This is an optimization exercise on Yosys and OpenROAD, whose aim is small area, a short achievable clock period and few clock cycles, not a production implementation. At most, simulation tests tie the RTL to the original design; equivalence was not proved. Function not checked in runs 2, 4, 6 and 7: the RTL went through the layout flow alone. Power figures rest on the tool's default switching activity, not on a simulated workload.

--- design/flow/design.v ---
module montctx32 (
    input  wire        clk,
    input  wire        rst,       
    input  wire        start,     
    input  wire [1:0]  variant,
    input  wire [31:0] n,
    output wire        ready,
    output reg         done,
    output wire [3:0]  status,
    output wire [31:0] ninv,
    output reg  [31:0] rmodn,
    output wire [31:0] r2modn
);
    localparam [1:0] S_IDLE  = 2'd0,
                     S_SETUP = 2'd1,
                     S_RUN   = 2'd2;
    reg [1:0]  state;
    reg        ready_q;
    reg [4:0]  cnt;
    reg [31:0] n_q;
    reg [33:0] n3_q;      
    reg [1:0]  v_q;
    reg [1:0]  st_q;      
    reg        st0_q;     
    reg [31:0] r_q;       
    reg [31:0] z_q;       
    reg [31:0] c_q;       
    reg        cin_q;     
    assign ready  = ready_q;
    assign status = {1'b0, st_q, st0_q};
    assign ninv   = z_q;
    assign r2modn = r_q;
    wire accept = start & ready_q;
    reg [31:0] maxmod;
    always @(*) begin
        case (v_q)
            2'd0: maxmod = 32'hFFFF_FFFF;
            2'd1: maxmod = 32'h7FFF_FFFF;
            2'd2: maxmod = 32'h3FFF_FFFF;
            default: maxmod = 32'h2AAA_AAA9;
        endcase
    end
    wire is_even  = ~n_q[0];
    wire is_one   = (n_q == 32'd1);
    wire is_range = (n_q > maxmod);
    wire bad      = is_even | is_one | is_range;
    wire [31:0] smear;
    genvar g;
    generate
        for (g = 0; g < 32; g = g + 1) begin : g_smear
            assign smear[g] = |n_q[31:g];
        end
    endgenerate
    wire [31:0] msb    = smear & ~{1'b0, smear[31:1]};
    wire [31:0] r_init = (msb | {1'b0, msb[31:1]}) & 32'h5555_5555;
    reg  [4:0]  half;                                
    integer k;
    always @(*) begin
        half = 5'd0;
        for (k = 1; k < 32; k = k + 2)
            if (n_q[k] | n_q[k-1]) half = (k - 1) >> 1;
    end
    wire [33:0] r4  = {r_q, 2'b00};
    wire [34:0] c1  = {1'b0, r4} - {3'b0, n_q};
    wire [34:0] c2  = {1'b0, r4} - {2'b0, n_q, 1'b0};
    wire [34:0] c3  = {1'b0, r4} - {1'b0, n3_q};
    wire        setup = (state == S_SETUP);
    wire        sel3 = ~setup & ~c3[34];
    wire        sel2 = ~setup & c3[34] & ~c2[34];
    wire        sel1 = ~setup & c2[34] & ~c1[34];
    wire        sel0 = ~setup & c1[34];
    wire [31:0] r_next = ({32{sel3}} & c3[31:0]) | ({32{sel2}} & c2[31:0]) |
                         ({32{sel1}} & c1[31:0]) | ({32{sel0}} & r4[31:0]) |
                         ({32{setup}} & r_init);
    wire [1:0]  t_lo = z_q[1:0] + c_q[1:0] + {1'b0, cin_q};
    wire        d0 = t_lo[0];
    wire        d1 = t_lo[1] ^ (t_lo[0] & n_q[1]);
    wire [31:0] dn = d1 ? (d0 ? n3_q[31:0] : {n_q[30:0], 1'b0})
                        : (d0 ? n_q : 32'd0);
    wire [31:0] fa_s = z_q ^ c_q ^ ~dn;
    wire [31:0] fa_c = (z_q & c_q) | (z_q & ~dn) | (c_q & ~dn);
    wire [32:0] cy   = {fa_c, cin_q};                 
    wire [2:0]  lo_sum = {1'b0, fa_s[1:0]} + {1'b0, cy[1:0]} + 3'd1;
    wire        cin_nx = lo_sum[2];
    wire [31:0] tmask;                   
    generate
        for (g = 0; g < 30; g = g + 1) begin : g_mask
            assign tmask[g] = ({cnt[3:0], 1'b0} <= 5'd29 - g);
        end
    endgenerate
    assign tmask[31:30] = 2'b00;
    wire [31:0] z_next = {d1, d0, (tmask[29:0] & fa_s[31:2]) | (~tmask[29:0] & z_q[31:2])};
    wire [31:0] c_next = {2'b00, tmask[29:0] & cy[31:2]};
    always @(posedge clk) begin
        done <= 1'b0;
        n3_q <= {2'b0, n_q} + {1'b0, n_q, 1'b0};
        case (state)
            S_SETUP: begin
                r_q   <= r_next;
                z_q   <= 32'd1;
                c_q   <= 32'd0;
                cin_q <= 1'b0;
                cnt   <= half;
                st_q  <= {bad, ~is_even & ~is_one & is_range};
                st0_q <= ~is_even & is_one;
                if (bad) begin
                    done  <= 1'b1;
                    state <= S_IDLE;
                end else begin
                    state <= S_RUN;
                end
            end
            S_RUN: begin
                r_q <= r_next;
                z_q   <= (cnt == 5'd15) ? 32'd1 : z_next;
                c_q   <= (cnt == 5'd15) ? 32'd0 : c_next;
                cin_q <= (cnt != 5'd15) & cin_nx;
                cnt <= cnt + 5'd1;
                if (cnt == 5'd16)
                    rmodn <= r_q;
                if (cnt == 5'd31) begin
                    done  <= 1'b1;
                    state <= accept ? S_SETUP : S_IDLE;
                end
            end
            default: begin
                r_q   <= r_next;
                z_q   <= z_next;
                c_q   <= c_next;
                cin_q <= cin_nx;
                if (accept)
                    state <= S_SETUP;
            end
        endcase
        if (accept) begin
            n_q <= n;
            v_q <= variant;
        end
        ready_q <= 1'b0;
        if ((state == S_IDLE & ~accept) | (state == S_SETUP & bad) |
            (state == S_RUN & cnt == 5'd31 & ~accept) |
            (state == S_RUN & cnt == 5'd30))
            ready_q <= 1'b1;
        if (rst) begin
            state   <= S_IDLE;
            done    <= 1'b0;
            ready_q <= 1'b1;
        end
    end
endmodule
--- design/flow/run.sh ---
#!/bin/bash
# synth_recipe.tcl (not shown) runs the flow's synth.tcl, then flattens the netlist and writes it again
# the make line also repeats each setting of config.mk as NAME=value (left out here)
make -C /OpenROAD-flow-scripts/flow DESIGN_CONFIG=/design/flow/config.mk WORK_HOME=/design/flow/orfs CLKGATE_MAP_FILE= SYNTH_SCRIPT=/design/flow/synth_recipe.tcl finish
--- design/flow/constraint.sdc ---
create_clock -name core_clock -period 5.0 [get_ports {clk}]
set_input_delay 1.0000 -clock core_clock [delete_from_list [all_inputs] [get_ports {clk}]]
set_output_delay 1.0000 -clock core_clock [all_outputs]
set_load 0.01 [all_outputs]
--- design/flow/config.mk ---
export PLATFORM = sky130hd
export DESIGN_NAME = montctx32
export DESIGN_NICKNAME = montctx32
export VERILOG_FILES = /design/flow/design.v
export SDC_FILE = /design/flow/constraint.sdc
export NUM_CORES = 4
export LEC_CHECK = 0
export CAP_MARGIN = 20
export CORE_MARGIN = 2
export CORE_UTILIZATION = 55
export SETUP_SLACK_MARGIN = 2.4
export SLEW_MARGIN = 20
export TNS_END_PERCENT = 0
==> results of run 1 <==
[where the power goes]
group / switching (uW) / total (uW) / internal [uW]
Combinational: 5710 / 10200 / 4440
Clock: 764 / 1900 / 1130
Sequential: 572 / 2780 / 2200
[synth_stat cells (5+ instances only)]
cell	number	share of area (%)
or3_1	7	0.27
a22oi_1	19	0.89
o211ai_1	15	0.70
clkbuf_1	40	0.93
buf_2	8	0.25
a21oi_1	159	4.9
nand2b_1	17	0.66
nor2_1	156	3.6
fa_1	33	4.1
xnor2_1	77	4.2
and3_1	31	1.2
dfxtp_1	133	17
mux2i_1	11	0.68
or2_2	5	0.19
nor3_1	38	1.2
inv_1	180	4.2
a31oi_1	22	0.86
a221oi_1	7	0.38
and4_1	7	0.38
a222oi_1	10	0.62
a21o_1	46	2.1
o21ai_0	102	3.2
o21ai_1	14	0.44
a21boi_0	5	0.23
nand3_1	68	2.1
edfxtp_1	74	14
nand2_1	103	2.4
and2_1	10	0.39
a22o_1	7	0.38
nor2b_1	14	0.54
nor3b_1	5	0.23
xor2_1	32	1.7
nand4_1	15	0.58
o21a_1	18	0.84
o21bai_1	20	0.93
a311oi_1	7	0.38
a211oi_1	39	1.8
ha_1	190	15
a211o_1	8	0.44
[stage by stage]
| stage | instance area (um2) | hold WS [ns] |
|---|---|---|
| 3_3_place_gp | 17800 | 0.493 |
| 3_5_place_dp | 17800 | 0.487 |
| 6_report | 20300 | 0.503 |
| 5_1_grt | 20300 | 0.530 |
| 4_1_cts | 20000 | 0.502 |
| 2_1_floorplan | 16100 | 0.458 |
[cells by family (layout without fill, tap and decap cells)]
kind of cell	count (synthesis)	in the layout	synth area share [%]
muxes	15	15	0.965
buffers and inverters	234	458	5.68
DFF	207	207	30.4
xor gates and xnor gates	109	109	5.94
AOI/OAI and AO/OA	564	567	23.3
adders and majority gates	224	224	19.0
and+or+nand+nor	493	493	14.7
other	1	1	0.0233
[layout make-up]
class / instances / share of cell area [%]
repair buffers: 234 / 11.1
clock buffers: 30 / 3.21
clock inverters: 14 / 0.923
well taps: 384 / 2.36
multi-input cells: 1409 / 54.9
inverters: 180 / 3.36
flip-flops and latches: 207 / 24.2
[sequential cells by signal (all words and copies together) (netlist names), 2 cells and up]
register,flops
c_q,30
cnt,5
n3_q,34
n_q,32
r_q,32
rmodn,32
st_q,2
state,2
v_q,2
z_q,32
[worst min-delay path: stages (launching register included)]
cell and delay, ns:
dfxtp_1 0.33, nand2_1 0.07, a21oi_1 0.06
[layer usage]
| layer | vias to the layer above | routed length, um | track usage, % |
|---|---|---|---|
| met5 | - | 0 | 0 |
| met2 | 741 | 23200 | 53.2 |
| li1 | 7110 | - | - |
| met1 | 7140 | 22500 | 46.0 |
| met3 | 92 | 4520 | 4.90 |
| met4 | 0 | 1780 | 11.5 |
[worst min path at each step]
stage / start / to / slack (ns) / depth (start not counted)
floorplan: n_q[0] / n3_q[0] / 0.46 / 0
global placement: z_q[30] / z_q[28] / 0.49 / 2
detailed placement: z_q[30] / z_q[28] / 0.49 / 2
CTS: z_q[30] / z_q[28] / 0.50 / 2
global route: z_q[30] / z_q[28] / 0.53 / 2
finish: z_q[30] / z_q[28] / 0.50 / 2
[what timing repair did]
| action | 4_1_cts | 5_1_grt |
|---|---|---|
| pin swaps | 43 | 31 |
| gates cloned | 7 | 1 |
| buffers inserted | 65 | 14 |
| gates resized for setup | 160 | 59 |
| endpoints found under the setup margin | 178 | 174 |
==> results.json, run 1 <==
{
  "outcome": "finished clean",
  "synth_cells": 1847,
  "slew_violations": 0,
  "dp.cells": 2327,
  "cts_tree": "done",
  "drt-initial-drc-count": 1310,
  "pin_count": 139,
  "core_um2": 28800,
  "crit_slowest_cell": "o211ai_1",
  "overflow": 0,
  "setup_slack_ns": 1.98,
  "grt_antenna_before_repair": 0,
  "crit_type": "register to register",
  "fin_tns_setup_ns": 0,
  "io_buffers": 137,
  "fin_skew_ns": 0.0168,
  "crit_fanout": 7,
  "route.detailed.drc": 0,
  "crit_path_frequent_cell": "o211ai_1",
  "start_util_pct": 55.9,
  "ys_ff_latch": 207,
  "avgRoutedWirePerCell_um": 21.1,
  "dieArea_um2": 30600,
  "rsz0062_at_grt": "true",
  "grt_pass1_wl_mm": 80.0,
  "first_pass_iters": 6,
  "cts_max_level": 1,
  "fmax_ghz": 0.331,
  "yosysSeqAreaShare_pct": 30.4,
  "seq_area_um2": 4910,
  "syn_area_per_cell_um2": 8.71,
  "synth_flop_cell": "dfxtp_1",
  "finalPower_uw": 14800,
  "nFillCells": 2220,
  "syn_area_um2": 16100,
  "crit_path_start_kind": "register",
  "vdd_drop_max_uv": 443,
  "min_path_type": "register to register",
  "mostFrequentLayoutCells": "ha_1 (156), nor2_1 (152), inv_1 (150), a21oi_1 (143), clkdlybuf4s50_1 (137)",
  "path_depth": 12,
  "relSlewSlack_pct": 45.2,
  "async_reset_ff_share_pct": 0,
  "crit_chain": "inv_1 > ha_4 > a211oi_2 > o211ai_1 > nand3_2 > o211ai_1 > a21oi_4 > o31ai_4 > or3_4 > buf_12 > nor2_1 > a211o_1",
  "cts.sinks": 207,
  "die_h_um": 175,
  "final_nets": 2316,
  "die_w_um": 175,
  "postLayoutCoreUtil_pct": 70.6,
  "setup_violations": 0,
  "crit_end": "r_q[12]",
  "synth_nets": 2107,
  "finalHoldViolations": 0,
  "ctsHoldBuffers": 0,
  "period_share_pct": 60.4,
  "grt_start_max_net_pins": 59,
  "maxCapViolCount": 0,
  "grt_pass1_vias": 14500,
  "synth.distinct_cells": 90,
  "clk_pin_slew_worst_paths_ns": 0.07,
  "critPathTopFamily": "compound AO/OA/AOI/OAI gates",
  "yosysWarnings": 1,
  "worstRegToRegCells": 12,
  "synth_edf_count": 74,
  "vias": 15100,
  "synthToLayoutAreaGrowth_pct": 26.4,
  "diodes": 0,
  "multi_input_area_um2": 11200,
  "p_leak_uw": 0.00834,
  "reg2reg_to": "r_q[12]",
  "cp.required_ns": 5.43,
  "worst_pin_slew_ns": 0.822,
  "worst_path_largest_cell_delay_ns": 0.41,
  "crit_arrival_ns": 3.45,
  "path_buf_inv": 2,
  "drive_above_1_share_pct": 15.5,
  "dp_hpwl_mm": 37.2,
  "end_kind": "register",
  "post-place-ws_ns": 1.42,
  "stdcell_count": 2458,
  "fp-row-count": 62,
  "gp_congestion": 0.939,
  "clockBufferDepth": 3,
  "startpoint": "n3_q[2]",
  "clock-root-buffer": "clkbuf_16",
  "grt_util_all_layers_pct": 33.2,
  "rrSetupSlack_ns": 1.98,
  "post-route-min-period_ns": 3.02,
  "r2r-start": "n3_q[2]",
  "final_common_cell": "ha_1",
  "routed_wl_mm": 52.0,
  "cts-buffers-inserted": 24,
  "powerDensity_nw_per_um2": 730,
  "clkLatencyLatePin_ns": 0.55,
  "vias_per_cell": 6.14,
  "drtAntennaViolNets": 0
}
Testbench counts, summed over its fixed seeds: cycles 41,451.
==> run 2: changes to the inputs <==
--- a/design/flow/design.v
+++ b/design/flow/design.v
@@ -44,21 +44,26 @@
     wire is_one   = (n_q == 32'd1);
     wire is_range = (n_q > maxmod);
     wire bad      = is_even | is_one | is_range;
-    wire [31:0] smear;
+    wire [15:0] pr;                      
+    wire [15:0] psm;                     
     genvar g;
     generate
-        for (g = 0; g < 32; g = g + 1) begin : g_smear
-            assign smear[g] = |n_q[31:g];
+        for (g = 0; g < 16; g = g + 1) begin : g_pair
+            assign pr[g]  = n_q[2*g+1] | n_q[2*g];
+            assign psm[g] = |pr[15:g];
         end
     endgenerate
-    wire [31:0] msb    = smear & ~{1'b0, smear[31:1]};
-    wire [31:0] r_init = (msb | {1'b0, msb[31:1]}) & 32'h5555_5555;
+    wire [15:0] ptop = psm & ~{1'b0, psm[15:1]};     
+    reg  [31:0] r_init;
     reg  [4:0]  half;                                
     integer k;
     always @(*) begin
-        half = 5'd0;
-        for (k = 1; k < 32; k = k + 2)
-            if (n_q[k] | n_q[k-1]) half = (k - 1) >> 1;
+        r_init = 32'd0;
+        half   = 5'd0;
+        for (k = 0; k < 16; k = k + 1) begin
+            r_init[2*k] = ptop[k];
+            if (ptop[k]) half = half | k[4:0];
+        end
     end
     wire [33:0] r4  = {r_q, 2'b00};
     wire [34:0] c1  = {1'b0, r4} - {3'b0, n_q};
@@ -90,7 +95,7 @@
     endgenerate
     assign tmask[31:30] = 2'b00;
     wire [31:0] z_next = {d1, d0, (tmask[29:0] & fa_s[31:2]) | (~tmask[29:0] & z_q[31:2])};
-    wire [31:0] c_next = {2'b00, tmask[29:0] & cy[31:2]};
+    wire [31:0] c_next = {2'b00, cy[31:2]};
     always @(posedge clk) begin
         done <= 1'b0;
         n3_q <= {2'b0, n_q} + {1'b0, n_q, 1'b0};
--- a/design/flow/config.mk
+++ b/design/flow/config.mk
@@ -7,7 +7,7 @@
 export LEC_CHECK = 0
 export CAP_MARGIN = 20
 export CORE_MARGIN = 2
-export CORE_UTILIZATION = 55
+export CORE_UTILIZATION = 40
 export SETUP_SLACK_MARGIN = 2.4
 export SLEW_MARGIN = 20
 export TNS_END_PERCENT = 0
==> run 2 against run 1 <==
Compared with the run above: still clean on timing, DRC and antenna; clock-buffer cell count rose by 5; fmax fell by 8.7%; worst setup slack got worse by 0.29 ns; flip-flop and latch count did not move; global-route usage fell by 7.5 points; combinational power barely moved; power rose by 2.7%; die area rose by 34%; largest cell class unchanged; highest routed layer unchanged.
==> results.json, run 2 <==
{
  "outcome": "finished clean",
  "avgRoutedWirePerCell_um": 21.3,
  "async_reset_ff_share_pct": 0,
  "yosysSeqAreaShare_pct": 30.9,
  "r2r-start": "n_q[5]",
  "powerDensity_nw_per_um2": 772,
  "synth_edf_count": 74,
  "synth_nets": 2077,
  "vias_per_cell": 5.75,
  "worst_pin_slew_ns": 0.825,
  "synth.most_common_cell": "inv_1",
  "clockBufferDepth": 3,
  "final_nets": 2261,
  "dieArea_um2": 41100,
  "cts-buffers-inserted": 27,
  "gp_congestion": 0.976,
  "startpoint": "n_q[5]",
  "die_w_um": 203,
  "fmax_ghz": 0.302,
  "period_share_pct": 66.2,
  "core_um2": 38800,
  "grt_antenna_before_repair": 0,
  "clk_pin_slew_worst_paths_ns": 0.06,
  "cp.required_ns": 5.40,
  "end_kind": "register",
  "synthToLayoutAreaGrowth_pct": 24.8,
  "crit_chain": "inv_2 > ha_4 > a21o_1 > o41a_1 > a221o_1 > a211oi_4 > o31ai_4 > a31oi_1 > mux2i_1 > o2111ai_1",
  "synth.top_cell.area_share_pct": 16.9,
  "post-route-min-period_ns": 3.31,
  "syn_area_per_cell_um2": 8.62,
  "diodes": 0,
  "synth_top_cells_by_area": "dfxtp_1 (17%), edfxtp_1 (14%), ha_1 (14%)",
  "crit_fanout": 4,
  "routed_wl_mm": 54.3,
  "pin_count": 139,
  "crit_slowest_cell": "edfxtp_1",
  "vias": 14700,
  "overflow": 0,
  "synth_area_leader_cell": "dfxtp_1",
  "fp-row-count": 72,
  "finalPower_uw": 15200,
  "worstRegToRegCells": 10,
  "synth_cells": 1833,
  "largest_reg_flops": 34,
  "relSlewSlack_pct": 44.9,
  "grt_start_max_net_pins": 64,
  "maxCapViolCount": 0,
  "worst_path_largest_cell_delay_ns": 0.43,
  "syn_area_um2": 15800,
  "rsz0062_at_grt": "true",
  "ys_ff_latch": 207,
  "vdd_drop_max_uv": 655,
  "clock-root-buffer": "clkbuf_16",
  "drive_above_1_share_pct": 12.9,
  "min_path_cells": 2,
  "route.detailed.drc": 0,
  "mostFrequentLayoutCells": "nand2_1 (162), nor2_1 (155), inv_1 (154), ha_1 (151), clkdlybuf4s50_1 (137)",
  "top_register": "n3_q",
  "yosysWarnings": 1,
  "min_path_type": "register to register",
  "crit_arrival_ns": 3.70,
  "finalHoldViolations": 0,
  "crit_type": "register to register",
  "fin_skew_ns": 0.0181,
  "slew_violations": 0,
  "fin_tns_setup_ns": 0,
  "hold_path_startpoint": "state[1]",
  "first_pass_iters": 7,
  "grt_pass1_vias": 14200,
  "start_util_pct": 40.7,
  "crit_path_start_kind": "register",
  "cts_tree": "done",
  "cts.sinks": 207,
  "dp_hpwl_mm": 41.3,
  "synth_common_cells": "inv_1 (180), ha_1 (174), nand2_1 (165)",
  "setup_violations": 0,
  "final_common_cell": "nand2_1",
  "io_buffers": 137,
  "grt_util_all_layers_pct": 25.8,
  "cts_max_level": 1,
  "ctsHoldBuffers": 0,
  "drt-initial-drc-count": 1160,
  "synth.distinct_cells": 81,
  "p_leak_uw": 0.00817,
  "drtAntennaViolNets": 0,
  "clkLatencyLatePin_ns": 0.56,
  "grt_pass1_wl_mm": 82.2,
  "synth_flop_cell": "dfxtp_1",
  "die_h_um": 203
}
[run 2: cell count changes after synthesis, moves of 11 or more]
cell / change
nand4_1: +11
ha_1: -16
nand3_1: -32
nand2_1: +62
and3_1: -14
o31ai_1: +30
nor3_1: -17
a21oi_1: -22
[run 2: layout make-up]
type                    count  area, um2
fillers                  3716      19100
multi-input cells        1386      10600
flip-flops and latches    207       4900
repair buffers            215       2030
clock buffers              35        746
inverters                 180        686
well taps                 518        648
clock inverters            13        120
[run 2: cells by family (layout without fill, tap and decap cells)]
logic type	Yosys count	count (layout)	share of synthesized area, %
AND/OR/NAND/NOR	505	507	14.8
XOR/XNOR	108	108	5.99
AO/OA/AOI/OAI	551	551	23.5
buffers and inverters	242	443	6.05
flip-flops	207	207	30.9
other	1	1	0.0237
multiplexers	12	12	0.784
adder cells (fa/ha/maj)	207	207	18.0
[run 2: path summary, 6_finish.rpt]
kind              slack [ns]       end
hold / removal          0.50  state[1]
hold reg to reg         0.50  state[1]
setup / recovery        1.69   r_q[31]
setup reg to reg        1.69   r_q[31]
[run 2: critical path, delay by kind of cell, from the launching register on]
family | cells | cell delay, ns
AO/OA/AOI/OAI | 7 | 1.93
flip-flops | 1 | 0.43
multiplexers | 1 | 0.40
adder cells (fa/ha/maj) | 1 | 0.23
buffers and inverters | 1 | 0.16
[run 2: routing by layer]
metal | part of all wire, % | vias to the layer above | wire length [um] | global-route usage (%)
met5 | 0 | - | 0 | 0
met4 | 2.5 | 0 | 1380 | 7.01
met3 | 10 | 94 | 5550 | 5.87
met2 | 43 | 639 | 23300 | 39.6
met1 | 44 | 6995 | 24100 | 36.2
li1 | - | 6963 | - | -
[run 2: what timing repair did]
item / CTS / global route
hold endpoints to repair: 0 / 0
gates cloned: 1 / 1
gates resized for setup: 89 / 41
pin swaps: 23 / 21
setup buffers: 36 / 28
setup endpoints to repair: 178 / 177
[run 2: report_power, final]
group          switching, uW  leakage, uW  total, uW  internal (uW)
clock                    789     0.000432       1930           1150
sequential               623      0.00180       2900           2280
combinational           6170      0.00594      10400           4220
total                   7580      0.00817      15200           7640
[run 2: metrics by stage]
stage	area, um2	worst slack (ns)	hold WS [ns]	utilization, %	instances
after floorplan	15900	2.15	0.443	-	1833
after global routing	19700	1.66	0.527	50.8	2554
final	19700	1.69	0.495	50.8	2554
after CTS	19300	1.84	0.492	49.7	2524
after detailed placement	17800	1.09	0.482	45.8	2439
after global placement	17800	1.14	0.472	45.8	2439
==> run 3: changes to the inputs <==
--- a/design/flow/design.v
+++ b/design/flow/design.v
@@ -95,7 +95,7 @@
     endgenerate
     assign tmask[31:30] = 2'b00;
     wire [31:0] z_next = {d1, d0, (tmask[29:0] & fa_s[31:2]) | (~tmask[29:0] & z_q[31:2])};
-    wire [31:0] c_next = {2'b00, cy[31:2]};
+    wire [31:0] c_next = {2'b00, tmask[29:0] & cy[31:2]};
     always @(posedge clk) begin
         done <= 1'b0;
         n3_q <= {2'b0, n_q} + {1'b0, n_q, 1'b0};
--- a/design/flow/config.mk
+++ b/design/flow/config.mk
@@ -8,6 +8,6 @@
 export CAP_MARGIN = 20
 export CORE_MARGIN = 2
 export CORE_UTILIZATION = 40
-export SETUP_SLACK_MARGIN = 2.4
+export SETUP_SLACK_MARGIN = 2.2
 export SLEW_MARGIN = 20
 export TNS_END_PERCENT = 0
==> run 3 against run 2 <==
Compared with the run above: still clean; global-route usage down 1.4 points; utilization rose by 0.47 points; hold slack gained 0.019 ns; worst setup slack gained 0.13 ns; clock skew increased by 0.0034 ns; combinational power down 9%; critical endpoint is now r_q[29]; largest power group unchanged.
==> results.json, run 3 <==
{
  "outcome": "finished clean",
  "grt_start_max_net_pins": 64,
  "post-route-min-period_ns": 3.18,
  "drt-initial-drc-count": 921,
  "relSlewSlack_pct": 35.2,
  "pin_count": 139,
  "final_nets": 2240,
  "start_util_pct": 40.5,
  "hold_ws_ns": 0.515,
  "cts.sinks": 207,
  "die_h_um": 202,
  "synth_area_leader_cell": "dfxtp_1",
  "grt_pass1_wl_mm": 77.7,
  "core_um2": 38600,
  "synthToLayoutAreaGrowth_pct": 26.6,
  "async_reset_ff_share_pct": 0,
  "p_leak_uw": 0.00814,
  "top_register": "n3_q",
  "grt_pass1_vias": 13700,
  "first_pass_iters": 5,
  "synth_common_cells": "ha_1 (174), inv_1 (174), nand2_1 (168)",
  "synth_edf_count": 74,
  "yosysWarnings": 1,
  "cp.required_ns": 5.43,
  "yosysSeqAreaShare_pct": 31.2,
  "die_w_um": 202,
  "clk_pin_slew_worst_paths_ns": 0.06,
  "route.detailed.drc": 0,
  "crit_slowest_cell": "edfxtp_1",
  "finalPower_uw": 14300,
  "routed_wl_mm": 51.8,
  "dieArea_um2": 40700,
  "setup_slack_ns": 1.82,
  "end_kind": "register",
  "synth_nets": 2043,
  "clockBufferDepth": 3,
  "synth.top_cell.area_share_pct": 17.0,
  "grt_util_all_layers_pct": 24.4,
  "fin_skew_ns": 0.0215,
  "critPathTopFamily": "compound AO/OA/AOI/OAI gates",
  "drive_above_1_share_pct": 14.1,
  "crit_arrival_ns": 3.61,
  "nFillCells": 3621,
  "period_share_pct": 63.5,
  "synth.distinct_cells": 88,
  "dp.cells": 2417,
  "final_common_cell": "nand2_1",
  "drtAntennaViolNets": 0,
  "worst_path_largest_cell_delay_ns": 0.51,
  "cts_max_level": 1,
  "synth_flop_cell": "dfxtp_1",
  "ctsHoldBuffers": 0,
  "vias_per_cell": 5.63,
  "cts-buffers-inserted": 26,
  "largest_reg_flops": 34,
  "overflow": 0,
  "maxCapViolCount": 0,
  "cts_tree": "done",
  "synth_cells": 1799,
  "multi_input_area_um2": 10600,
  "dp_hpwl_mm": 38.4,
  "finalHoldViolations": 0,
  "diodes": 0,
  "min_path_type": "register to register",
  "crit_type": "register to register",
  "mostFrequentLayoutCells": "nand2_1 (168), ha_1 (150), inv_1 (147), clkdlybuf4s50_1 (137)",
  "setup_violations": 0,
  "fmax_ghz": 0.315,
  "gp_congestion": 0.988,
  "avgRoutedWirePerCell_um": 20.5,
  "clock-root-buffer": "clkbuf_16",
  "path_buf_inv": 2,
  "crit_chain": "inv_2 > ha_1 > nor2b_2 > o31a_1 > o21ai_4 > o22ai_4 > a21oi_4 > nor3_4 > o21ai_4 > a21oi_4 > buf_4 > a22o_1 > a221o_1",
  "worst_pin_slew_ns": 0.972,
  "slew_violations": 0,
  "grt_antenna_before_repair": 0,
  "vdd_drop_max_uv": 671,
  "post-place-ws_ns": 1.16,
  "stdcell_count": 2534,
  "vias": 14300,
  "rsz0062_at_grt": "true",
  "crit_path_start_kind": "register",
  "fin_tns_setup_ns": 0,
  "syn_area_per_cell_um2": 8.70,
  "io_buffers": 137,
  "fp-row-count": 72,
  "powerDensity_nw_per_um2": 721,
  "ys_ff_latch": 207,
  "syn_area_um2": 15600,
  "clkLatencyLatePin_ns": 0.56,
  "crit_fanout": 5,
  "synth_top_cells_by_area": "dfxtp_1 (17%), edfxtp_1 (14%), ha_1 (14%)",
  "seq_area_um2": 4900
}
[run 3: cell types whose count changed after synthesis, sizes merged, moves of 8 or more]
cell	before	now
nor2	157	119
xnor2	71	83
xor2	37	29
nor3	21	41
a21o	46	64
nand4	26	16
o211ai	22	12
[run 3: cell families (layout without fill, tap and decap cells)]
family	after synthesis	after routing	share of synthesized area, %
AOI/OAI and AO/OA	550	551	23.7
other	1	1	0.0240
muxes	6	6	0.400
adders and majority gates	207	207	18.1
xor gates and xnor gates	112	112	6.27
buffers and inverters	226	442	5.69
DFF	207	207	31.2
and+or+nand+nor	490	490	14.6
[run 3: final timing paths]
check	from	endpoint	slack (ns)	cells after the start
min reg2reg	z_q[3]	z_q[1]	0.51	2
max reg2reg	n_q[1]	r_q[29]	1.82	13
min	z_q[3]	z_q[1]	0.51	2
max	n_q[1]	r_q[29]	1.82	13
[run 3: per-layer routing]
| metal | global-route usage, % | routed length, um |
|---|---|---|
| met5 | 0 | 0 |
| met2 | 42.3 | 25000 |
| met4 | 10.1 | 2170 |
| met3 | 2.43 | 2460 |
| met1 | 31.0 | 22200 |
[run 3: worst min-delay path: stages, from the launching register on]
cell	delay, ns
dfxtp_1	0.32
nor2_1	0.10
a211oi_1	0.05
[run 3: cell type report]
cell class                 instances  area share [%]
clock buffer                      36            3.89
clock inverter                    12           0.834
inverter                         174            3.30
multi-input combinational       1367            53.6
sequential                       207            24.7
tap                              518            3.27
timing repair buffer             220            10.4
[run 3: repair_timing]
action | in CTS | in global routing
resized for setup | 119 | 53
endpoints found under the setup margin | 114 | 105
setup buffers | 36 | 31
cloned | 0 | 2
pin swaps | 29 | 32
[run 3: per-stage QoR]
step	util (%)	area [um2]
3_5_place_dp	45.5	17600
5_1_grt	51.3	19800
2_1_floorplan	-	15700
4_1_cts	49.9	19300
6_report	51.3	19800
3_3_place_gp	45.5	17600
[run 3: power breakdown]
part           switching (uW)  total (uW)  internal, uW
logic                    5520        9490          3970
clock network             790        2070          1280
registers                 527        2720          2200
Testbench counts of run 3, summed over its fixed seeds: cycles 41,451.
==> run 4: changes to the inputs <==
--- a/design/flow/design.v
+++ b/design/flow/design.v
@@ -17,7 +17,8 @@
     reg [1:0]  state;
     reg        ready_q;
     reg [4:0]  cnt;
-    reg [31:0] n_q;
+    reg [31:0] nn_q;      
+    wire [31:0] n_q = ~nn_q;
     reg [33:0] n3_q;      
     reg [1:0]  v_q;
     reg [1:0]  st_q;      
@@ -138,7 +139,7 @@
             end
         endcase
         if (accept) begin
-            n_q <= n;
+            nn_q <= ~n;
             v_q <= variant;
         end
         ready_q <= 1'b0;
--- a/design/flow/config.mk
+++ b/design/flow/config.mk
@@ -8,6 +8,6 @@
 export CAP_MARGIN = 20
 export CORE_MARGIN = 2
 export CORE_UTILIZATION = 40
-export SETUP_SLACK_MARGIN = 2.2
+export SETUP_SLACK_MARGIN = 2.4
 export SLEW_MARGIN = 20
 export TNS_END_PERCENT = 0
==> run 4 against run 3 <==
Compared with the run above: critical endpoint is now n3_q[31]; still clean; worst setup slack got worse by 0.024 ns; design area down 0.18%; non-clock buffer count down 24; clock-buffer cell count up 5; register-to-register slack lost 0.02 ns; critical path depth increased by 1.
==> results.json, run 4 <==
{
  "outcome": "finished clean",
  "post-route-min-period_ns": 3.20,
  "synth_nets": 2139,
  "synthToLayoutAreaGrowth_pct": 21.8,
  "synth.top_cell.area_share_pct": 16.4,
  "path_buf_inv": 4,
  "dp_hpwl_mm": 40.5,
  "yosysWarnings": 1,
  "cts-buffers-inserted": 27,
  "synthAdderAreaFrac_pct": 17.5,
  "crit_path_start_kind": "register",
  "routed_wl_mm": 53.8,
  "clkLatencyLatePin_ns": 0.57,
  "die_h_um": 205,
  "crit_path_frequent_cell": "buf_4",
  "drt-initial-drc-count": 1021,
  "dieArea_um2": 42200,
  "fmax_ghz": 0.313,
  "synth_flop_cell": "dfxtp_1",
  "synth_xor_area_share_pct": 6.15,
  "p_leak_uw": 0.00819,
  "wl_met2_mm": 24.7,
  "synth-simple-area-share_pct": 14.7,
  "syn_area_per_cell_um2": 8.57,
  "relSlewSlack_pct": 50.7,
  "clk_pin_slew_worst_paths_ns": 0.06,
  "period_share_pct": 64.0,
  "r2r-start": "nn_q[0]",
  "fp-row-count": 73,
  "crit_chain": "buf_4 > inv_2 > ha_4 > inv_1 > fa_2 > nor2b_1 > o21ai_1 > a2111o_1 > o211ai_1 > buf_4 > a31oi_1 > nor2_1 > o221ai_2 > a211o_1",
  "mostFrequentLayoutCells": "inv_1 (213), ha_1 (164), nand2_1 (157), a21oi_1 (141), nor2_1 (140)",
  "worst_pin_slew_ns": 0.739,
  "grt_antenna_before_repair": 0,
  "die_w_um": 205,
  "synthMuxAreaShare_pct": 0.247,
  "fin_skew_ns": 0.0193,
  "synth-compound-area-share_pct": 24.5,
  "hold_path_startpoint": "z_q[9]",
  "cts.sinks": 207,
  "ys_ff_latch": 207,
  "clock-root-buffer": "clkbuf_16",
  "cts_tree": "done",
  "drtAntennaViolNets": 0,
  "dp.cells": 2502,
  "core_um2": 39900,
  "grt_util_all_layers_pct": 25.2,
  "crit_fanout": 6,
  "first_pass_iters": 5,
  "grt_start_max_net_pins": 65,
  "grt_pass1_wl_mm": 81.6,
  "critPathTopFamily": "compound AO/OA/AOI/OAI gates",
  "crit_slowest_cell": "edfxtp_1",
  "synth_area_leader_cell": "dfxtp_1",
  "grt_pass1_vias": 14100,
  "wl_met3_mm": 2.69,
  "vdd_drop_max_uv": 344,
  "startpoint": "nn_q[0]",
  "stdcell_count": 2601,
  "maxCapViolCount": 0,
  "cts_max_level": 1,
  "reg2reg_to": "n3_q[31]",
  "crit_type": "register to register",
  "vias": 14700,
  "syn_area_um2": 16200,
  "gp_congestion": 0.949,
  "yosysSeqAreaShare_pct": 30.1,
  "largest_reg_flops": 34,
  "synth_cells": 1895,
  "synth.most_common_cell": "inv_1",
  "start_util_pct": 40.7,
  "setup_violations": 0,
  "worstRegToRegCells": 14,
  "async_reset_ff_share_pct": 0,
  "min_path_type": "register to register",
  "topRoutingLayerUsed": "met4",
  "rsz0062_at_grt": "true",
  "top_register": "n3_q",
  "min_to": "z_q[7]",
  "worst_path_largest_cell_delay_ns": 0.42,
  "cp.required_ns": 5.46,
  "final_nets": 2299,
  "drt-met1-wl_mm": 24.8,
  "min_path_cells": 2,
  "route.detailed.drc": 0,
  "synth_top_cells_by_area": "dfxtp_1 (16%), edfxtp_1 (14%), ha_1 (13%)",
  "finalHoldViolations": 0,
  "avgRoutedWirePerCell_um": 20.7,
  "powerDensity_nw_per_um2": 731,
  "clockBufferDepth": 3,
  "slew_violations": 0,
  "vias_per_cell": 5.66,
  "end_kind": "register",
  "crit_arrival_ns": 3.66,
  "drive_above_1_share_pct": 8.43,
  "synth_common_cells": "inv_1 (215), ha_1 (174), nand2_1 (158)",
  "synth.distinct_cells": 90,
  "fin_tns_setup_ns": 0,
  "pin_count": 139,
  "overflow": 0,
  "synth_edf_count": 74,
  "synth_top_family_by_area": "compound AO/OA/AOI/OAI gates",
  "io_buffers": 137,
  "rrSetupSlack_ns": 1.80,
  "diodes": 0,
  "final_common_cell": "inv_1"
}
run 4: cell count changes after synthesis, moves of 8 or more:
cell	before	now
o211ai_1	11	57
inv_1	174	215
nor2_1	119	141
o21ai_0	97	77
nand3_1	42	30
a21o_1	64	54
clkbuf_1	40	50
nand2_1	168	158
a211o_1	2	10
a21oi_1	136	144
o21ai_1	10	2
run 4: cells by family after synthesis:
logic type,Yosys count
AO/OA/AOI/OAI,575
XOR/XNOR,114
adder cells (fa/ha/maj),207
buffers and inverters,283
flip-flops,207
multiplexers,4
other,1
AND/OR/NAND/NOR,504
run 4: metal layers:
layer	vias up	track usage, %
met5	-	0
met4	0	8.02
met3	75	2.85
met2	426	41.0
met1	7066	34.8
li1	7148	-
run 4: repair_timing:
item / CTS / global route
buffers inserted: 43 / 2
pin swaps: 11 / 1
hold buffers: 0 / 0
gates resized for setup: 41 / 4
gates cloned: 4 / 0
setup endpoints to repair: 186 / 189
run 4: worst max path at each step:
stage | end | slack, ns | cells past startpoint
final | n3_q[31] | 1.80 | 14
after global placement | z_q[15] | 1.54 | 11
after floorplan | r_q[27] | 2.21 | 10
after CTS | r_q[27] | 1.84 | 11
after global routing | r_q[25] | 1.63 | 11
after detailed placement | r_q[12] | 1.40 | 11
run 4: power breakdown:
part           internal [uW]  leakage [uW]  switching [uW]
Combinational           3980       0.00592            5580
Clock                   1350      0.000480             802
Sequential              2190       0.00179             560
run 4: metrics by stage:
step / total power (uW) / hold slack [ns] / area (um2) / util, % / setup WS [ns]
global placement: 11500 / 0.507 / 18200 / 45.5 / 1.54
CTS: 14400 / 0.515 / 19700 / 49.5 / 1.84
floorplan: 9000 / 0.496 / 16300 / - / 2.21
detailed placement: 11600 / 0.507 / 18200 / 45.5 / 1.40
finish: 14500 / 0.511 / 19800 / 49.5 / 1.80
global route: 15500 / 0.538 / 19800 / 49.5 / 1.63
run 4: worst min-delay path, cell delays in order (launching register included):
cell and delay, ns:
dfxtp_1 0.32, nor2_1 0.11, a211oi_1 0.05
run 4: final cells by class:
cell class	count	area, um2
Inverter	215	807
Sequential cell	207	4890
Clock buffer	41	823
Clock inverter	9	163
Tap cell	525	657
Multi-Input combinational cell	1408	10600
Fill cell	3788	20100
Timing Repair Buffer	196	1850
==> run 5: changes to the inputs <==
--- a/design/flow/design.v
+++ b/design/flow/design.v
@@ -17,8 +17,7 @@
     reg [1:0]  state;
     reg        ready_q;
     reg [4:0]  cnt;
-    reg [31:0] nn_q;      
-    wire [31:0] n_q = ~nn_q;
+    reg [31:0] n_q;
     reg [33:0] n3_q;      
     reg [1:0]  v_q;
     reg [1:0]  st_q;      
@@ -139,7 +138,7 @@
             end
         endcase
         if (accept) begin
-            nn_q <= ~n;
+            n_q <= n;
             v_q <= variant;
         end
         ready_q <= 1'b0;
==> run 5 against run 4 <==
Compared with the run above: worst setup slack better by 0.0056 ns; clock skew grew 0.0023 ns; highest routed layer unchanged; global-route usage is 0.97 points lower; sequential share of layout area is 0.78 points higher.
==> results.json, run 5 <==
{
  "relSlewSlack_pct": 36.6,
  "synth_cells": 1799,
  "finalHoldViolations": 0,
  "vias_per_cell": 5.59,
  "outcome": "finished clean",
  "fp-row-count": 72,
  "largest_reg_flops": 34,
  "synth_area_leader_cell": "dfxtp_1",
  "min_path_cells": 2,
  "drt-initial-drc-count": 897,
  "nFillCells": 3677,
  "crit_arrival_ns": 3.63,
  "routed_wl_mm": 50.2,
  "synth_nets": 2043,
  "setup_slack_ns": 1.81,
  "synth_common_cells": "ha_1 (174), inv_1 (174), nand2_1 (168)",
  "grt_pass1_wl_mm": 77.5,
  "synth_top_cells_by_area": "dfxtp_1 (17%), edfxtp_1 (14%), ha_1 (14%)",
  "top_register": "n3_q",
  "mostFrequentLayoutCells": "nand2_1 (168), ha_1 (166), inv_1 (151), clkdlybuf4s50_1 (137), a21oi_1 (131)",
  "fmax_ghz": 0.313,
  "io_buffers": 137,
  "fin_tns_setup_ns": 0,
  "cts_max_level": 1,
  "stdcell_count": 2510,
  "maxCapViolCount": 0,
  "slew_violations": 0,
  "final_common_cell": "nand2_1",
  "start_util_pct": 40.5,
  "min_path_type": "register to register",
  "cts.sinks": 207,
  "final_nets": 2214,
  "syn_area_um2": 15600,
  "avgRoutedWirePerCell_um": 20.0,
  "synth.distinct_cells": 88,
  "grt_antenna_before_repair": 0,
  "grt_pass1_vias": 13700,
  "end_kind": "register",
  "yosysWarnings": 1,
  "final_cell_area_um2": 19200,
  "core_um2": 38600,
  "dp.cells": 2416,
  "clk_pin_slew_worst_paths_ns": 0.06,
  "gp_congestion": 0.960,
  "dieArea_um2": 40700,
  "cts_tree": "done",
  "p_leak_uw": 0.00790,
  "period_share_pct": 63.9,
  "first_pass_iters": 7,
  "pin_count": 139,
  "seq_area_um2": 4890,
  "synthToLayoutAreaGrowth_pct": 22.4,
  "overflow": 0,
  "post-route-min-period_ns": 3.19,
  "die_w_um": 202,
  "hold_ws_ns": 0.503,
  "cts-buffers-inserted": 27,
  "setup_violations": 0,
  "grt_start_max_net_pins": 64,
  "ys_ff_latch": 207,
  "rsz0062_at_grt": "true",
  "postPlaceCellArea_um2": 17600,
  "synth_edf_count": 74,
  "cp.required_ns": 5.44,
  "vias": 14000,
  "async_reset_ff_share_pct": 0,
  "crit_path_start_kind": "register",
  "post-place-ws_ns": 1.23,
  "synth_flop_cell": "dfxtp_1",
  "drtAntennaViolNets": 0,
  "route.detailed.drc": 0,
  "grt_util_all_layers_pct": 24.2,
  "dp_hpwl_mm": 38.6,
  "clock-root-buffer": "clkbuf_16",
  "powerDensity_nw_per_um2": 712,
  "syn_area_per_cell_um2": 8.70,
  "synth.top_cell.area_share_pct": 17.0,
  "vdd_drop_max_uv": 322,
  "crit_fanout": 4,
  "fin_skew_ns": 0.0216,
  "crit_type": "register to register",
  "clockBufferDepth": 3,
  "drive_above_1_share_pct": 10.3,
  "die_h_um": 202,
  "worst_pin_slew_ns": 0.950,
  "worstRegToRegCells": 12,
  "yosysSeqAreaShare_pct": 31.2,
  "multi_input_area_um2": 10300,
  "clkLatencyLatePin_ns": 0.56
}
## run 5: cell count changes after synthesis, sizes merged, moves of 8 or more
cell    previous run  this run
nor2             143       119
a21o              56        64
clkbuf            50        40
nand2            159       168
inv              215       174
nand3             31        42
o21ai             79       110
a211o             10         2
o211ai            57        12
## run 5: final timing paths
path / endpoint / startpoint / slack, ns
hold reg to reg: r_q[4] / r_q[2] / 0.50
setup reg to reg: r_q[29] / n_q[1] / 1.81
hold / removal: r_q[4] / r_q[2] / 0.50
setup / recovery: r_q[29] / n_q[1] / 1.81
## run 5: routing by layer
layer	part of all wire, %	track usage, %	vias up
li1	-	-	6832
met5	0	0	-
met4	4.4	9.56	0
met2	49	42.2	374
met3	4.2	3.03	112
met1	43	30.4	6708
## run 5: where the power goes
part / switching, uW / total, uW / internal, uW
clock: 788 / 1830 / 1040
sequential: 494 / 2690 / 2190
combinational: 5330 / 9130 / 3800
## run 5: cell families after synthesis
family	Yosys count	share of synthesized area [%]
DFF	207	31.2
other	1	0.0240
adders and majority gates	207	18.1
AOI/OAI and AO/OA	550	23.7
xor gates and xnor gates	112	6.27
buffers and inverters	226	5.69
muxes	6	0.400
and+or+nand+nor	490	14.6
## run 5: repair_timing
action                     in CTS  in global routing
hold buffers                    0                  0
pin swaps                      19                 15
gates cloned                    0                  0
setup buffers                  27                 16
gates resized for setup        59                 41
setup endpoints to repair     148                185
## run 5: critical path, cell delays in order, from the launching register on
cell and delay [ns]:
edfxtp_1 0.48, buf_6 0.17, fa_2 0.38, nor2b_4 0.15, o31ai_4 0.11, a2111oi_4 0.38
o21ai_2 0.14, a31o_4 0.26, o31ai_4 0.21, a31o_2 0.21, xor2_1 0.10, a22o_1 0.23
a221o_1 0.25
## run 5: cell type report
class                           count  area share, %
Antenna cell                        1         0.0131
Clock buffer                       40           3.94
Clock inverter                     10          0.327
Inverter                          174           3.41
Multi-Input combinational cell   1366           53.9
Sequential cell                   207           25.5
Tap cell                          518           3.38
Timing Repair Buffer              194           9.56
## run 5: per-stage QoR
| step | power, uW | utilization (%) |
|---|---|---|
| after detailed placement | 11200 | 45.6 |
| after floorplan | 8640 | - |
| after global placement | 11100 | 45.6 |
| final | 13600 | 49.6 |
| after global routing | 14800 | 49.6 |
| after CTS | 13500 | 48.9 |
Testbench counts of run 5, summed over its fixed seeds: cycles 41,451.
==> run 6: changes to the inputs <==
--- a/design/flow/design.v
+++ b/design/flow/design.v
@@ -19,6 +19,7 @@
     reg [4:0]  cnt;
     reg [31:0] n_q;
     reg [33:0] n3_q;      
+    reg [31:0] nd_q;      
     reg [1:0]  v_q;
     reg [1:0]  st_q;      
     reg        st0_q;     
@@ -66,8 +67,8 @@
         end
     end
     wire [33:0] r4  = {r_q, 2'b00};
-    wire [34:0] c1  = {1'b0, r4} - {3'b0, n_q};
-    wire [34:0] c2  = {1'b0, r4} - {2'b0, n_q, 1'b0};
+    wire [34:0] c1  = {1'b0, r4} - {3'b0, nd_q};
+    wire [34:0] c2  = {1'b0, r4} - {2'b0, nd_q, 1'b0};
     wire [34:0] c3  = {1'b0, r4} - {1'b0, n3_q};
     wire        setup = (state == S_SETUP);
     wire        sel3 = ~setup & ~c3[34];
@@ -99,6 +100,7 @@
     always @(posedge clk) begin
         done <= 1'b0;
         n3_q <= {2'b0, n_q} + {1'b0, n_q, 1'b0};
+        nd_q <= n_q;
         case (state)
             S_SETUP: begin
                 r_q   <= r_next;
==> run 6 against run 5 <==
Compared with the run above: global-route usage up 0.48 points; sequential share of layout area about the same; sequential power up 16%; non-clock buffer count up 38; critical path type unchanged; highest routed layer is now met5.
==> results.json, run 6 <==
{
  "synth_flop_cell": "dfxtp_1",
  "grt_pass1_vias": 14800,
  "overflow": 0,
  "setup_slack_ns": 2.09,
  "worst_pin_slew_ns": 0.978,
  "slew_violations": 0,
  "synth-compound-area-share_pct": 23.3,
  "rsz0062_at_grt": "true",
  "synth_top_cells_by_area": "dfxtp_1 (20%), edfxtp_1 (13%), ha_1 (13%)",
  "ctsHoldBuffers": 0,
  "synth_cells": 1882,
  "finalHoldViolations": 0,
  "fp-row-count": 74,
  "clk_pin_slew_worst_paths_ns": 0.06,
  "synthAdderAreaFrac_pct": 17.2,
  "crit_slowest_cell": "o41a_1",
  "vias_per_cell": 5.73,
  "fin_tns_setup_ns": 0,
  "synth_xor_area_share_pct": 6.07,
  "grt_util_all_layers_pct": 24.7,
  "avgRoutedWirePerCell_um": 21.3,
  "cp.required_ns": 5.46,
  "mostFrequentLayoutCells": "inv_1 (196), nand2_1 (160), clkdlybuf4s50_1 (137), ha_1 (131), dfxtp_1 (128)",
  "die_w_um": 208,
  "synth_area_leader_cell": "dfxtp_1",
  "first_pass_iters": 7,
  "end_kind": "register",
  "gp_congestion": 0.931,
  "period_share_pct": 58.1,
  "p_leak_uw": 0.00892,
  "synthMuxAreaShare_pct": 0.121,
  "cts_tree": "done",
  "crit_fanout": 4,
  "post-route-min-period_ns": 2.91,
  "setup_violations": 0,
  "crit_path_frequent_cell": "a21oi_2",
  "seq_area_um2": 5580,
  "yosysSeqAreaShare_pct": 33.2,
  "fin_skew_ns": 0.0270,
  "path_buf_inv": 0,
  "worst_path_largest_cell_delay_ns": 0.50,
  "syn_area_um2": 16600,
  "synth.top_cell.area_share_pct": 19.8,
  "clockBufferDepth": 3,
  "crit_chain": "ha_1 > a21o_1 > a21oi_1 > a21oi_2 > o41ai_4 > o41a_1 > or3_4 > a21oi_2 > o22ai_1 > xnor2_1",
  "synth_edf_count": 74,
  "multi_input_area_um2": 11500,
  "drtAntennaViolNets": 0,
  "synthToLayoutAreaGrowth_pct": 31.6,
  "io_buffers": 137,
  "drt-initial-drc-count": 1061,
  "powerDensity_nw_per_um2": 788,
  "synth_nets": 2127,
  "rrSetupSlack_ns": 2.09,
  "min_path_type": "register to register",
  "dieArea_um2": 43100,
  "crit_arrival_ns": 3.37,
  "outcome": "finished clean",
  "crit_type": "register to register",
  "diodes": 0,
  "clock-root-buffer": "clkbuf_16",
  "vdd_drop_max_uv": 443,
  "synth-simple-area-share_pct": 13.9,
  "ys_ff_latch": 238,
  "dp_hpwl_mm": 40.3,
  "vias": 15200,
  "post-place-ws_ns": 1.48,
  "synth_top_family_by_area": "compound AO/OA/AOI/OAI gates",
  "maxCapViolCount": 0,
  "crit_path_start_kind": "register",
  "cts.sinks": 238,
  "grt_start_max_net_pins": 64,
  "fmax_ghz": 0.344,
  "synth.distinct_cells": 89,
  "final_common_cell": "inv_1",
  "syn_area_per_cell_um2": 8.82,
  "yosysWarnings": 1,
  "grt_pass1_wl_mm": 84.1,
  "synth_common_cells": "inv_1 (202), ha_1 (175), nand2_1 (169)",
  "async_reset_ff_share_pct": 0,
  "cts_max_level": 1,
  "nFillCells": 3732,
  "drive_above_1_share_pct": 19.3,
  "synth.most_common_cell": "inv_1",
  "routed_wl_mm": 56.2,
  "critPathTopFamily": "compound AO/OA/AOI/OAI gates",
  "final_nets": 2333,
  "clkLatencyLatePin_ns": 0.60,
  "cts-buffers-inserted": 30,
  "grt_antenna_before_repair": 1,
  "die_h_um": 208,
  "top_register": "n3_q",
  "relSlewSlack_pct": 34.8,
  "start_util_pct": 40.6,
  "core_um2": 40900,
  "pin_count": 139,
  "largest_reg_flops": 33,
  "route.detailed.drc": 0
}
-- run 6: changes by cell type after synthesis, sizes merged, moves of 8 or more --
cell / delta
a211oi: +10
a22oi: +8
and4: +8
buf: +8
dfxtp: +31
inv: +29
nor2: -19
nor4: +8
o211ai: +11
o21bai: -8
xnor2: -14
xor2: +17
-- run 6: where the power goes --
part | switching, uW | leakage (uW) | internal (uW)
logic | 6530 | 0.00636 | 5310
clock network | 895 | 0.000505 | 1360
registers | 607 | 0.00206 | 2510
-- run 6: path summary, 6_finish.rpt --
path                            startpoint        to  depth (start not counted)
worst min-delay path               n_q[18]  nd_q[18]                          0
worst max-delay path                n_q[3]  n3_q[32]                         10
worst max register to register      n_q[3]  n3_q[32]                         10
worst min register to register     n_q[18]  nd_q[18]                          0
-- run 6: layout make-up --
cell class	instances	area share, %
Multi-Input combinational cell	1383	52.4
Tap cell	532	3.05
Sequential cell	238	25.5
Inverter	203	3.49
Clock buffer	46	4.19
Clock inverter	10	0.538
Timing Repair Buffer	232	10.8
-- run 6: kinds of logic (layout without fill, tap and decap cells) --
logic type,count (synthesis),in the layout
compound gates,572,572
simple gates,484,485
buf+inv,262,491
flops,238,238
fa+ha+maj,208,208
xor+xnor,115,115
mux,2,2
other cells,1,1
-- run 6: metal layers --
layer  track usage [%]  up-vias  share of wire (%)  routed length (um)
li1                  -     7200                  -                   -
met1              34.5     7264                 45               25400
met2              39.0      563                 45               25000
met3              3.25      127                6.2                3490
met4              9.07        2                4.0                2270
met5             0.111        -              0.020                  11
-- run 6: repair_timing --
action                                 in CTS  in global routing
cloned                                      6                  2
setup endpoints to repair                 180                186
gates resized for setup                   193                149
buffers inserted                           47                 29
endpoints found under the hold margin       0                  0
pin swaps                                  56                 74
-- run 6: metrics by stage --
step           instances  area (um2)  power, uW  util, %  hold WS, ns
2_1_floorplan       1882       16700       9190        -        0.414
3_3_place_gp        2504       18500      11700     45.3        0.483
3_5_place_dp        2504       18500      11700     45.3        0.478
4_1_cts             2613       20900      16000     51.1        0.502
5_1_grt             2644       21800      18300     53.4        0.516
6_report            2644       21800      17200     53.4        0.499
==> run 7: changes to the inputs <==
--- a/design/flow/design.v
+++ b/design/flow/design.v
@@ -19,7 +19,6 @@
     reg [4:0]  cnt;
     reg [31:0] n_q;
     reg [33:0] n3_q;      
-    reg [31:0] nd_q;      
     reg [1:0]  v_q;
     reg [1:0]  st_q;      
     reg        st0_q;     
@@ -66,10 +65,13 @@
             if (ptop[k]) half = half | k[4:0];
         end
     end
+    wire [33:0] n3;
+    add_bk #(34) u_n3 (.a({2'b0, n_q}), .b({1'b0, n_q, 1'b0}), .ci(1'b0), .y(n3));
     wire [33:0] r4  = {r_q, 2'b00};
-    wire [34:0] c1  = {1'b0, r4} - {3'b0, nd_q};
-    wire [34:0] c2  = {1'b0, r4} - {2'b0, nd_q, 1'b0};
-    wire [34:0] c3  = {1'b0, r4} - {1'b0, n3_q};
+    wire [34:0] c1, c2, c3;              
+    add_bk #(35) u_c1 (.a({1'b0, r4}), .b(~{3'b0, n_q}),       .ci(1'b1), .y(c1));
+    add_bk #(35) u_c2 (.a({1'b0, r4}), .b(~{2'b0, n_q, 1'b0}), .ci(1'b1), .y(c2));
+    add_bk #(35) u_c3 (.a({1'b0, r4}), .b(~{1'b0, n3_q}),      .ci(1'b1), .y(c3));
     wire        setup = (state == S_SETUP);
     wire        sel3 = ~setup & ~c3[34];
     wire        sel2 = ~setup & c3[34] & ~c2[34];
@@ -99,8 +101,7 @@
     wire [31:0] c_next = {2'b00, tmask[29:0] & cy[31:2]};
     always @(posedge clk) begin
         done <= 1'b0;
-        n3_q <= {2'b0, n_q} + {1'b0, n_q, 1'b0};
-        nd_q <= n_q;
+        n3_q <= n3;
         case (state)
             S_SETUP: begin
                 r_q   <= r_next;
@@ -155,3 +156,29 @@
         end
     end
 endmodule
+module add_bk #(parameter W = 35) (
+    input  wire [W-1:0] a,
+    input  wire [W-1:0] b,
+    input  wire         ci,
+    output wire [W-1:0] y
+);
+    wire [W-1:0] p0 = a ^ b;
+    reg  [W-1:0] g, p;
+    integer i, j;
+    always @(*) begin
+        g = a & b;
+        p = p0;
+        g[0] = g[0] | (p[0] & ci);
+        for (i = 1; (1 << i) <= W; i = i + 1)
+            for (j = (1 << i) - 1; j < W; j = j + (1 << i)) begin
+                g[j] = g[j] | (p[j] & g[j - (1 << (i-1))]);
+                p[j] = p[j] & p[j - (1 << (i-1))];
+            end
+        for (i = $clog2(W); i > 0; i = i - 1)
+            for (j = (1 << i) + (1 << (i-1)) - 1; j < W; j = j + (1 << i)) begin
+                g[j] = g[j] | (p[j] & g[j - (1 << (i-1))]);
+                p[j] = p[j] & p[j - (1 << (i-1))];
+            end
+    end
+    assign y = p0 ^ {g[W-2:0], ci};
+endmodule
==> run 7 against run 6 <==
Compared with the run above: power down 26%; design area fell by 16%; largest power group unchanged; sequential share of layout area rose by 1.0 points; fmax fell by 12%; synthesized cell count is 21% lower; register-to-register slack worse by 0.39 ns; worst setup slack worse by 0.39 ns; first-iteration DRC count down 7.4%; utilization shrank 1.7 points; highest routed layer is now met4; global-route usage fell by 0.092 points; combinational power down 31%; clock power fell by 13%; still clean on timing, DRC and antenna.
==> results.json, run 7 <==
{
  "nFillCells": 3333,
  "drive_above_1_share_pct": 13.5,
  "rsz0062_at_grt": "true",
  "end_kind": "register",
  "synth.distinct_cells": 69,
  "cts_max_level": 1,
  "min_to": "z_q[28]",
  "routed_wl_mm": 47.0,
  "synth_edf_count": 74,
  "yosysWarnings": 3,
  "first_pass_iters": 6,
  "drt-initial-drc-count": 983,
  "synth.top_cell.area_share_pct": 18.3,
  "dieArea_um2": 37900,
  "grt_antenna_before_repair": 0,
  "largest_reg_flops": 34,
  "crit_fanout": 7,
  "relSlewSlack_pct": 36.8,
  "final_common_cell": "ha_1",
  "synth_top_cells_by_area": "dfxtp_1 (18%), edfxtp_1 (15%), ha_1 (15%)",
  "cts.sinks": 207,
  "synth.most_common_cell": "ha_1",
  "yosysSeqAreaShare_pct": 33.6,
  "cp.required_ns": 5.40,
  "outcome": "finished clean",
  "rrSetupSlack_ns": 1.70,
  "fmax_ghz": 0.303,
  "grt_util_all_layers_pct": 24.6,
  "clock-root-buffer": "clkbuf_16",
  "synth_area_leader_cell": "dfxtp_1",
  "diodes": 0,
  "clockBufferDepth": 3,
  "r2r-start": "n_q[17]",
  "grt_start_max_net_pins": 37,
  "period_share_pct": 65.9,
  "clk_pin_slew_worst_paths_ns": 0.06,
  "setup_violations": 0,
  "fin_tns_setup_ns": 0,
  "cts_tree": "done",
  "vias": 12200,
  "worst_path_largest_cell_delay_ns": 0.51,
  "synth_cells": 1495,
  "syn_area_per_cell_um2": 9.74,
  "fp-row-count": 69,
  "worstRegToRegCells": 14,
  "finalHoldViolations": 0,
  "crit_arrival_ns": 3.70,
  "synthToLayoutAreaGrowth_pct": 26.8,
  "synth_nets": 1796,
  "cts-buffers-inserted": 26,
  "dp_hpwl_mm": 35.0,
  "slew_violations": 0,
  "synth_common_cells": "ha_1 (173), inv_1 (165), dfxtp_1 (133)",
  "fin_skew_ns": 0.0265,
  "mostFrequentLayoutCells": "ha_1 (154), inv_1 (147), clkdlybuf4s50_1 (137), dfxtp_1 (125), nor2_1 (113)",
  "crit_chain": "buf_6 > clkinvlp_4 > buf_4 > ha_1 > and4_1 > o211ai_1 > o211a_1 > o21a_1 > o21a_1 > buf_4 > fa_1 > inv_1 > a31oi_1 > o311ai_1",
  "post-route-min-period_ns": 3.30,
  "core_um2": 35700,
  "powerDensity_nw_per_um2": 694,
  "p_leak_uw": 0.00788,
  "io_buffers": 137,
  "maxCapViolCount": 0,
  "crit_type": "register to register",
  "top_register": "n3_q",
  "path_buf_inv": 5,
  "clkLatencyLatePin_ns": 0.56,
  "dp.cells": 2083,
  "stdcell_count": 2186,
  "die_h_um": 195,
  "gp_congestion": 0.922,
  "vdd_drop_max_uv": 447,
  "vias_per_cell": 5.59,
  "ctsHoldBuffers": 0,
  "final_nets": 2006,
  "async_reset_ff_share_pct": 0,
  "crit_slowest_cell": "fa_1",
  "finalPower_uw": 12800,
  "hold_path_startpoint": "z_q[30]",
  "critPathTopFamily": "compound AO/OA/AOI/OAI gates",
  "crit_path_start_kind": "register",
  "min_path_type": "register to register",
  "syn_area_um2": 14600,
  "synth_flop_cell": "dfxtp_1",
  "min_path_cells": 2,
  "start_util_pct": 40.7,
  "route.detailed.drc": 0,
  "seq_area_um2": 4900,
  "reg2reg_to": "r_q[28]",
  "drtAntennaViolNets": 0,
  "overflow": 0,
  "grt_pass1_vias": 12400,
  "multi_input_area_um2": 9330,
  "avgRoutedWirePerCell_um": 21.5,
  "worst_pin_slew_ns": 0.948,
  "ys_ff_latch": 207,
  "grt_pass1_wl_mm": 72.1,
  "die_w_um": 195,
  "pin_count": 139
}
==> run 7: per-stage QoR <==
stage               hold slack, ns  util, %  cell area (um2)  worst slack [ns]
floorplan                    0.480        -            14700              1.86
global route                 0.534     51.6            18500              1.61
global placement             0.502     46.7            16700              1.36
detailed placement           0.492     46.8            16700              1.24
finish                       0.511     51.6            18500              1.70
CTS                          0.505     50.6            18100              1.72
==> run 7: worst max-delay path by stage <==
stage	slack (ns)	from	end	depth (start not counted)
6_report	1.70	n_q[17]	r_q[28]	14
5_1_grt	1.61	r_q[1]	r_q[15]	13
4_1_cts	1.72	n_q[2]	r_q[31]	15
3_5_place_dp	1.24	n3_q[2]	r_q[6]	11
3_3_place_gp	1.36	r_q[2]	r_q[2]	10
2_1_floorplan	1.86	n_q[1]	r_q[31]	15
==> run 7: tightest hold or removal path: stages, from the launching register on <==
cell and delay [ns]:
dfxtp_1 0.34, nand2_1 0.07, a21oi_1 0.06
==> run 7: cell type report <==
type | count | area share [%]
Clock buffer | 41 | 4.68
Clock inverter | 7 | 0.237
Inverter | 168 | 3.49
Multi-Input combinational cell | 1077 | 50.6
Sequential cell | 207 | 26.5
Tap cell | 461 | 3.12
Timing Repair Buffer | 225 | 11.4
==> run 7: repair_timing <==
action	in CTS	in global routing
setup endpoints to repair	148	167
resized for setup	44	43
setup buffers	36	19
pin swaps	19	26
==> run 7: cells by family (layout without fill, tap and decap cells) <==
group | Yosys count | in the layout | share of synthesized area (%)
xor gates and xnor gates | 65 | 65 | 3.91
and+or+nand+nor | 351 | 351 | 11.3
buffers and inverters | 211 | 441 | 5.56
DFF | 207 | 207 | 33.6
other | 1 | 1 | 0.0258
AOI/OAI and AO/OA | 394 | 394 | 18.1
adders and majority gates | 265 | 265 | 27.4
muxes | 1 | 1 | 0.0688
==> run 7: routing by layer <==
metal  part of all wire, %  vias to the layer above  GRT usage [%]
met2                    48                      402           41.4
met3                   6.0                       81           3.82
li1                      -                     5737              -
met1                    43                     5993           32.5
met4                   3.0                        0           7.77
met5                     0                        -              0
==> run 7: report_power, final <==
group	switching (uW)	internal [uW]
Sequential	465	2200
Combinational	4780	3410
Clock	777	1190
Total	6020	6800

[port drivers added, routing unchanged]
How much do the figures lean on ideal ports? The routed layouts below were timed once more, with nothing changed but the port constraints. Step 1 assumes that a clkbuf_16 drives the clock port and a buf_2 every other input. Step 2 adds t to the input delays and takes it off the output delays; t is the mean of the earliest and latest rising clock arrival at the registers after step 1. Input paths then give back, and output paths get back, about the clock's delay inside the block. Three values: no drivers, after step 1, after step 2; two values: the first two.
| run | t, ns | slack for setup (ns) | slew at the worst register clock pin (ns) |
|---|---|---|---|
| run 1 | 0.593 | 1.980 / 1.980 / 1.980 | 0.07 / 0.07 |
| run 2 | 0.605 | 1.692 / 1.692 / 1.692 | 0.07 / 0.07 |
| run 3 | 0.606 | 1.824 / 1.824 / 1.824 | 0.06 / 0.06 |
| run 4 | 0.618 | 1.801 / 1.801 / 1.801 | 0.06 / 0.06 |
| run 5 | 0.606 | 1.806 / 1.806 / 1.806 | 0.07 / 0.07 |
| run 6 | 0.645 | 2.093 / 2.093 / 1.946 | 0.07 / 0.07 |
| run 7 | 0.596 | 1.703 / 1.703 / 1.703 | 0.07 / 0.07 |
After both steps setup and hold are still met in every run listed. For run 6, which loses most, drivers alone change the setup slack by 0.000 ns; drivers and shift together by -0.147 ns.
